Source: an optimization exercise on an open RTL-to-GDS flow (aim: small area). Production flows keep margins and buffers that such runs may drop. Only simulation tests tie the RTL to the original design; equivalence was not proved. Power is estimated from default activity; no workload was simulated.

## dstu_mac_pad
module dstu_mac_pad (
    input  wire        clk,
    input  wire        rst,
    input  wire [1:0]  macsel,
    input  wire        cmd_valid,
    output wire        cmd_ready,
    input  wire [31:0] cmd_word,
    input  wire [31:0] cmd_arg0,
    input  wire [31:0] cmd_arg1,
    input  wire [31:0] cmd_arg2,
    output wire        rsp_valid,
    output wire [2:0]  rsp_err,
    output wire [31:0] rsp_ret,
    input  wire [2:0]  sr_sel,
    output reg  [31:0] sr_data,
    output wire [31:0] kb_addr,
    input  wire [7:0]  kb_data,
    output wire [31:0] ib_addr,
    input  wire [7:0]  ib_data,
    output wire        ob_we,
    output wire [31:0] ob_addr,
    output wire [7:0]  ob_data,
    output wire [1:0]  eng_cfg,
    input  wire [7:0]  eng_blklen,
    output wire        eng_abs_valid,
    output reg  [7:0]  eng_abs_byte,
    input  wire        eng_abs_ready,
    output wire        eng_reset,
    output wire        eng_final,
    input  wire        eng_dig_valid,
    input  wire [7:0]  eng_dig_byte,
    output wire        eng_dig_ready
);
    localparam [31:0] ALG_ID  = 32'h44535455;    
    localparam [1:0] UNINIT = 2'd0, KEYED = 2'd1, STALE = 2'd2;
    localparam [2:0] E_OK = 3'd0, E_CFG = 3'd1, E_STATE = 3'd2, E_LEN = 3'd3, E_ILL = 3'd4;
    localparam [7:0] OP_INIT = 8'h01, OP_UPDB = 8'h02, OP_UPDM = 8'h03, OP_FINAL = 8'h04,
                     OP_RESET = 8'h05, OP_GETSIZE = 8'h06, OP_GETNAME = 8'h07;
    localparam [3:0] S_IDLE  = 4'd0,
                     S_RSP   = 4'd1,     
                     S_RST   = 4'd2,     
                     S_IWAIT = 4'd3,     
                     S_ILOAD = 4'd4,     
                     S_IRD   = 4'd5,
                     S_IABS  = 4'd6,
                     S_URD   = 4'd7,
                     S_UABS  = 4'd8,
                     S_UPDB  = 4'd9,
                     S_FPAD0 = 4'd10,    
                     S_FPAD  = 4'd11,
                     S_FKEY  = 4'd12,
                     S_FFIN  = 4'd13,
                     S_FDIG  = 4'd14;
    reg  [3:0]  state;
  ...
For scale: roughly 2,000 cells after synthesis, ~360 I/O pins, roughly 23,000 um2 of cells after synthesis.
Settings: LEC_CHECK=0, CAP_MARGIN=20, CORE_MARGIN=2, CORE_UTILIZATION=60, SLEW_MARGIN=20; clock period 10.0 ns.
standard.sh (not shown) runs the stock make flow with config.mk's settings and CLKGATE_MAP_FILE= SYNTH_SCRIPT=/design/flow/synth_recipe.tcl, a recipe that flattens the netlist after the stock synthesis.
==> flow/flow/run.sh <==
#!/bin/bash
# Layout flow: the standard ORFS flow (standard.sh) with these changes in
# how the layout is built:
#  * synthesis: the standard script, but Yosys's abc runs its default
#    area-oriented mapping script instead of ORFS's speed script (the
#    registers come out of dfflibmap before abc, so they are unchanged);
#  * port buffers use the smallest buffer cell (buf_1);
#  * clock tree synthesis without dummy loads, clkbuf_16 with larger clusters.
# ORFS writes each tool's log under orfs/logs/; make's output goes to flow.log.
set -euo pipefail
here=$(pwd)
cat flow/abc_plain.tcl synth_recipe.tcl > "$here/synth_area.tcl"
export BUFFER_PORTS_ARGS="-buffer_cell sky130_fd_sc_hd__buf_1"
export CTS_ARGS="-sink_clustering_enable -repair_clock_nets -dont_use_dummy_load -buf_list {sky130_fd_sc_hd__clkbuf_16} -sink_clustering_size 25 -sink_clustering_max_diameter 100"
bash standard.sh SYNTH_SCRIPT="$here/synth_area.tcl" finish > flow.log 2>&1
==> flow/flow/abc_plain.tcl <==
# Run Yosys's abc with its default mapping script: drop the -script, -D and
# -constr arguments that ORFS's synth.tcl passes, keep the liberty and
# dont_use arguments.
proc abc {args} {
  set keep {}
  set skip 0
  foreach a $args {
    if {$skip} { set skip 0; continue }
    if {$a in {-script -D -constr}} { set skip 1; continue }
    lappend keep $a
  }
  yosys abc {*}$keep
}
Next try:
--- a/flow/design.v
+++ b/flow/design.v
@@ -89,26 +89,25 @@
             case (c_opc[2:0])
                 3'd1: if (c_mod != 8'd0 || cmd_arg0 > 32'd64) c_err = E_CFG;
                 3'd2: if (!keyed) c_err = E_STATE;
                 3'd3, 3'd4:
                       if (c_lenerr) c_err = E_LEN;
                       else if (!keyed) c_err = E_STATE;
                 default: c_err = E_OK;
             endcase
         end
     end
-    wire [8:0]  ii      = a[8:0];
-    wire        i_lt_l  = (ii < {2'b00, klen});
-    wire        i_eq_l  = (ii == {2'b00, klen});
-    wire [6:0]  blk_end = {1'b0, ii[5:0]} + {3'b000, dc[3:0]};
+    wire [7:0]  kr      = e[7:0];
+    wire        i_lt_l  = !kr[7] && (kr[6:0] != 7'd0);
+    wire        i_eq_l  = (kr == 8'd0);
     wire        pk_fld  = (dc[7:4] == 4'd0) && (dc[3:0] >= 4'd9) && (dc[3:0] <= 4'd12) &&
-                          (!i_lt_l || (blk_end > klen));
+                          (!i_lt_l || ((kr[6:4] == 3'd0) && (kr[3:0] < dc[3:0])));
     reg  [7:0]  pk_byte;
     always @(*) begin
         if (pk_fld) begin
             case (dc[1:0])
                 2'd0:    pk_byte = {klen[4:0], 3'b000};       
                 2'd3:    pk_byte = {6'd0, klen[6:5]};         
                 default: pk_byte = 8'h00;
             endcase
         end else if (i_eq_l)
             pk_byte = 8'h80;
@@ -222,20 +221,24 @@
         if (st_idle)
             a <= {cmd_arg1[31:8], (op == 3'd2) ? cmd_arg0[7:0] : cmd_arg1[7:0]};
         else if (a_clr)
             a[8:0] <= 9'd0;
         else if (a_inc)
             a <= a_plus;
     end
     always @(posedge clk)
         if (st_idle)
             e <= c_end[31:0];
+        else if (st_iwait)
+            e[7:0] <= {1'b0, klen};
+        else if (st_iabs && abs_fire && !kr[7])
+            e[7:0] <= kr - 8'd1;
     wire dc_ld_b = (acc_ok && ((op == 3'd1) || ((op == 3'd4) && (dc < 8'd12)))) ||
                    (dc_last && abs_fire && (st_iabs || st_uabs || st_updb));
     wire dc_ld_k = dc_last && abs_fire && st_fpad;
     wire dc_dec  = abs_fire && (st_iabs || st_uabs || st_updb || st_fpad || st_fkey);
     wire [7:0] dc_minus = dc - 8'd1;
     always @(posedge clk) begin
         if (dc_ld_b)
             dc <= eng_blklen;
         else if (dc_ld_k)
             dc <= {1'b0, klen};
What happened:
- wire length goes down by 1.5%
- sequential power stays flat
- global-route usage goes down by 0.45 points
- register-to-register slack degrades by 0.03 ns
- design area goes down by 0.86%
- worst setup slack improves by 0.12 ns
- final cell count goes down by 0.49%
- synthesized area goes down by 1.1%
- worst hold slack degrades by 0.017 ns
- power goes down by 0.36%
- synthesized cell count goes down by 1.1%
- via count barely changes
- die area goes down by 1.0%
- clock power barely changes

-- static timing again, ports no longer ideal --
How much do the figures lean on ideal ports? The routed layouts below were timed once more, with nothing changed but the port constraints. Step 1 assumes that a clkbuf_16 drives the clock port and a buf_2 every other input. Step 2, shift: input delay + t, output delay - t, t = (earliest + latest rising clock arrival at the registers) / 2. This alone moves slack from input paths to output paths. Three values: ideal, step 1, step 2; two values: the first two.
| run | t, ns | slack for setup (ns) | latest minus earliest clock arrival (ns) | slew at the worst register clock pin (ns) |
|---|---|---|---|---|
| the first run | 0.642 | 0.522 / 0.548 / -0.094 | 0.049 / 0.050 | 0.11 / 0.11 |
| the second run | 0.646 | 0.638 / 0.654 / 0.008 | 0.034 / 0.034 | 0.11 / 0.11 |
Met with ideal ports but missed after step 2: setup timing in the first run. The setup slack of the second run, which loses most, moves by +0.016 ns with the drivers and by -0.630 ns with both steps.
